Source: an optimization exercise on an open RTL-to-GDS flow (aim: small area). Production flows keep margins and buffers that such runs may drop. RTL that was checked went through simulation tests only; none was proved equivalent to the original. Power is estimated from default activity; no workload was simulated.

== MS ==
Design ook_codec, start of the top module:
module ook_codec (
    input  wire        clk,
    input  wire        rst_n,
    input  wire [3:0]  reg_addr,      
    input  wire        reg_wr,
    input  wire        reg_rd,
    input  wire [31:0] reg_wdata,
    output reg  [31:0] reg_rdata,
    input  wire [31:0] now_us,
    input  wire        edge_valid,
    output wire        pin_dir,
    output wire        pin_out,
    output wire        edge_en,
    output reg         pin_release
);
Size in the first run: ~1600 flip-flops, roughly 110 I/O pins, about 0.055 mm2 of cells after synthesis.
Settings: LEC_CHECK=0, CAP_MARGIN=20, CORE_MARGIN=2, CORE_UTILIZATION=45, CTS_BUF_LIST=sky130_fd_sc_hd__clkbuf_8, CTS_CLUSTER_DIAMETER=50, CTS_CLUSTER_SIZE=16, GPL_ROUTABILITY_DRIVEN=1, PLACE_DENSITY=0.6, SLEW_MARGIN=20; clock period 20.0 ns.
run.sh (not shown) runs the stock make flow with config.mk's settings and CLKGATE_MAP_FILE= SYNTH_SCRIPT=/design/flow/synth_recipe.tcl, a recipe that flattens the netlist after the stock synthesis.
Inputs modified between MS and JK:
-- flow/design.v --
<<< MS, line 7
    input  wire [7:0]  tol_pct,
    output reg         pub_valid,
    output reg  [32:0] pub_code,
    output reg  [5:0]  pub_bitlen,
>>> JK, line 7
    input  wire [7:0]  tol_pct,
    output reg         pub_valid,
    output reg  [31:0] rx_seq,        
    output reg  [32:0] pub_code,
    output reg  [5:0]  pub_bitlen,
<<< MS, line 37
    reg [4:0]  urem;          
    reg [28:0] rem;
    reg [10:0] quo;
    reg [5:0]  cnt;
    reg        pp;            
    reg        nz1, nz2;      
    reg        g_gap;         
    reg        g_near;        
>>> JK, line 38
    reg [4:0]  urem;          
    reg [28:0] rem;
    reg        fex;           
    reg [10:0] quo;
    reg [5:0]  cnt;
    reg        pp;            
    reg        nz1, nz2;      
    reg        seq_cy;        
    reg        g_gap;         
    reg        g_near;        
<<< MS, line 74
    wire [9:0]  fq    = quo[9:0];
    wire        fsat  = quo[10];
    wire        fex   = (rem == 29'd0);
    function [8:0] thr;
        input [9:0] f;
>>> JK, line 77
    wire [9:0]  fq    = quo[9:0];
    wire        fsat  = quo[10];
    wire [28:0] rem_nx = ge ? tsub[28:0] : trial[28:0];
    function [8:0] thr;
        input [9:0] f;
<<< MS, line 135
            mcy  <= msum[2:1];
        end
        if (state == S_DIV) begin
            if (cnt[3] & cnt[1] & cnt[0]) begin          
                rem <= {1'b0, xd[36:9]};
                quo <= 11'd0;
            end else begin
                rem <= ge ? tsub[28:0] : trial[28:0];
                quo <= {quo[9:0], ge};
            end
        end
>>> JK, line 138
            mcy  <= msum[2:1];
        end
        rem <= (state == S_DIV && cnt[3] & cnt[1] & cnt[0]) ? {1'b0, xd[36:9]} : rem_nx;
        if (state == S_DIV) begin
            if (cnt[3] & cnt[1] & cnt[0]) begin          
                quo <= 11'd0;
            end else begin
                quo <= {quo[9:0], ge};
                fex <= (rem_nx == 29'd0);
            end
        end
<<< MS, line 175
            pub_time     <= 32'd0;
            pub_unit     <= 29'd0;
        end else begin
            pub_valid <= 1'b0;
>>> JK, line 178
            pub_time     <= 32'd0;
            pub_unit     <= 29'd0;
            rx_seq       <= 32'd0;
        end else begin
            pub_valid <= 1'b0;
<<< MS, line 245
                            pub_bitlen <= npairs;
                            pub_time   <= last_ts;
                            cnt        <= 6'd32;
                            state      <= S_PUB;
>>> JK, line 249
                            pub_bitlen <= npairs;
                            pub_time   <= last_ts;
                            seq_cy     <= 1'b1;
                            cnt        <= 6'd32;
                            state      <= S_PUB;
<<< MS, line 254
                end
                S_PUB: begin
                    if (cnt != 6'd0)
                        pub_unit <= {pub_unit[27:0], uge};
                    if (h_used && (ptr[0] == pub_p2))
                        pub_code <= h_b0 ? {pub_code[31:0], 1'b0} :
>>> JK, line 259
                end
                S_PUB: begin
                    if (cnt != 6'd0) begin
                        pub_unit <= {pub_unit[27:0], uge};
                        rx_seq   <= {rx_seq[0] ^ seq_cy, rx_seq[31:1]};
                        seq_cy   <= rx_seq[0] & seq_cy;
                    end
                    if (h_used && (ptr[0] == pub_p2))
                        pub_code <= h_b0 ? {pub_code[31:0], 1'b0} :
<<< MS, line 352
    reg [15:0] cfg_pulse;
    reg [7:0]  tol_pct;
    reg [31:0] rx_seq;
    reg [15:0] wave_pulse;
    reg        wave_p2;
>>> JK, line 360
    reg [15:0] cfg_pulse;
    reg [7:0]  tol_pct;
    reg [15:0] wave_pulse;
    reg        wave_p2;
<<< MS, line 371
    wire        rx_busy;
    wire        pub_valid;
    wire [32:0] pub_code;
    wire [5:0]  pub_bitlen;
>>> JK, line 378
    wire        rx_busy;
    wire        pub_valid;
    wire [31:0] rx_seq;
    wire [32:0] pub_code;
    wire [5:0]  pub_bitlen;
<<< MS, line 385
        .tol_pct    (tol_pct),
        .pub_valid  (pub_valid),
        .pub_code   (pub_code),
        .pub_bitlen (pub_bitlen),
>>> JK, line 393
        .tol_pct    (tol_pct),
        .pub_valid  (pub_valid),
        .rx_seq     (rx_seq),
        .pub_code   (pub_code),
        .pub_bitlen (pub_bitlen),
<<< MS, line 469
            cfg_pulse    <= 16'd350;
            tol_pct      <= 8'd20;
            rx_seq       <= 32'd0;
            wave_pulse   <= 16'd0;
            wave_p2      <= 1'b0;
>>> JK, line 478
            cfg_pulse    <= 16'd350;
            tol_pct      <= 8'd20;
            wave_pulse   <= 16'd0;
            wave_p2      <= 1'b0;
<<< MS, line 498
            if (edge_cap && rx_busy)
                rx_ovf <= 1'b1;
            if (pub_valid) begin
                rx_seq   <= rx_seq + 32'd1;
                rx_valid <= 1'b1;
            end
            if (reg_wr) begin
                case (reg_addr)
>>> JK, line 506
            if (edge_cap && rx_busy)
                rx_ovf <= 1'b1;
            if (pub_valid)
                rx_valid <= 1'b1;
            if (reg_wr) begin
                case (reg_addr)
Notes after the runs:
Global-route total usage across every layer (lower): JK
JK ends up with lower clock skew than MS does.
Relative to MS, detailed-routing wirelength on met1 has decreased by 1.6% in JK.
JK vs. MS: final cycle utilization of the critical path went up by 0.97 points.
In JK the utilization of the core after routing turned out 0.19 points lower than in MS.
Compared to MS, JK was floorplanned on a smaller die.
Measured against MS, the combinational power of JK comes out at 0.66 times the reference value.
Delta (JK minus MS): static leakage climbed 0.97%; critical path depth rose by 8.6%; met3 wire length has increased.
Total chip power, MS and JK, higher one = MS.
The RTL of MS was laid out without a check of its function.

[separate check: timing with driven ports]
In the flow no input, the clock included, has a driving cell. The finished layouts below were timed again as built, in two steps.
Step 1, drivers: a clkbuf_16 drives clk and a buf_2 each remaining input, both assumed.
Step 2 adds t to the input delays and takes it off the output delays; t is the mean of the earliest and latest rising clock arrival at the registers after step 1. Input paths then give back, and output paths get back, about the clock's delay inside the block.
Slacks: no drivers / after step 1 / after step 2; pairs: no drivers / after step 1.
run	t (ns)	setup slack, ns	hold WS [ns]
MS	0.930	3.786 / 3.786 / 3.786	0.310 / 0.310 / 0.310
JK	0.948	3.593 / 3.593 / 3.510	0.302 / 0.302 / 0.302
After both steps every run listed still meets setup and hold. For JK, which loses most, drivers alone change the setup slack by 0.000 ns; drivers and shift together by -0.083 ns.
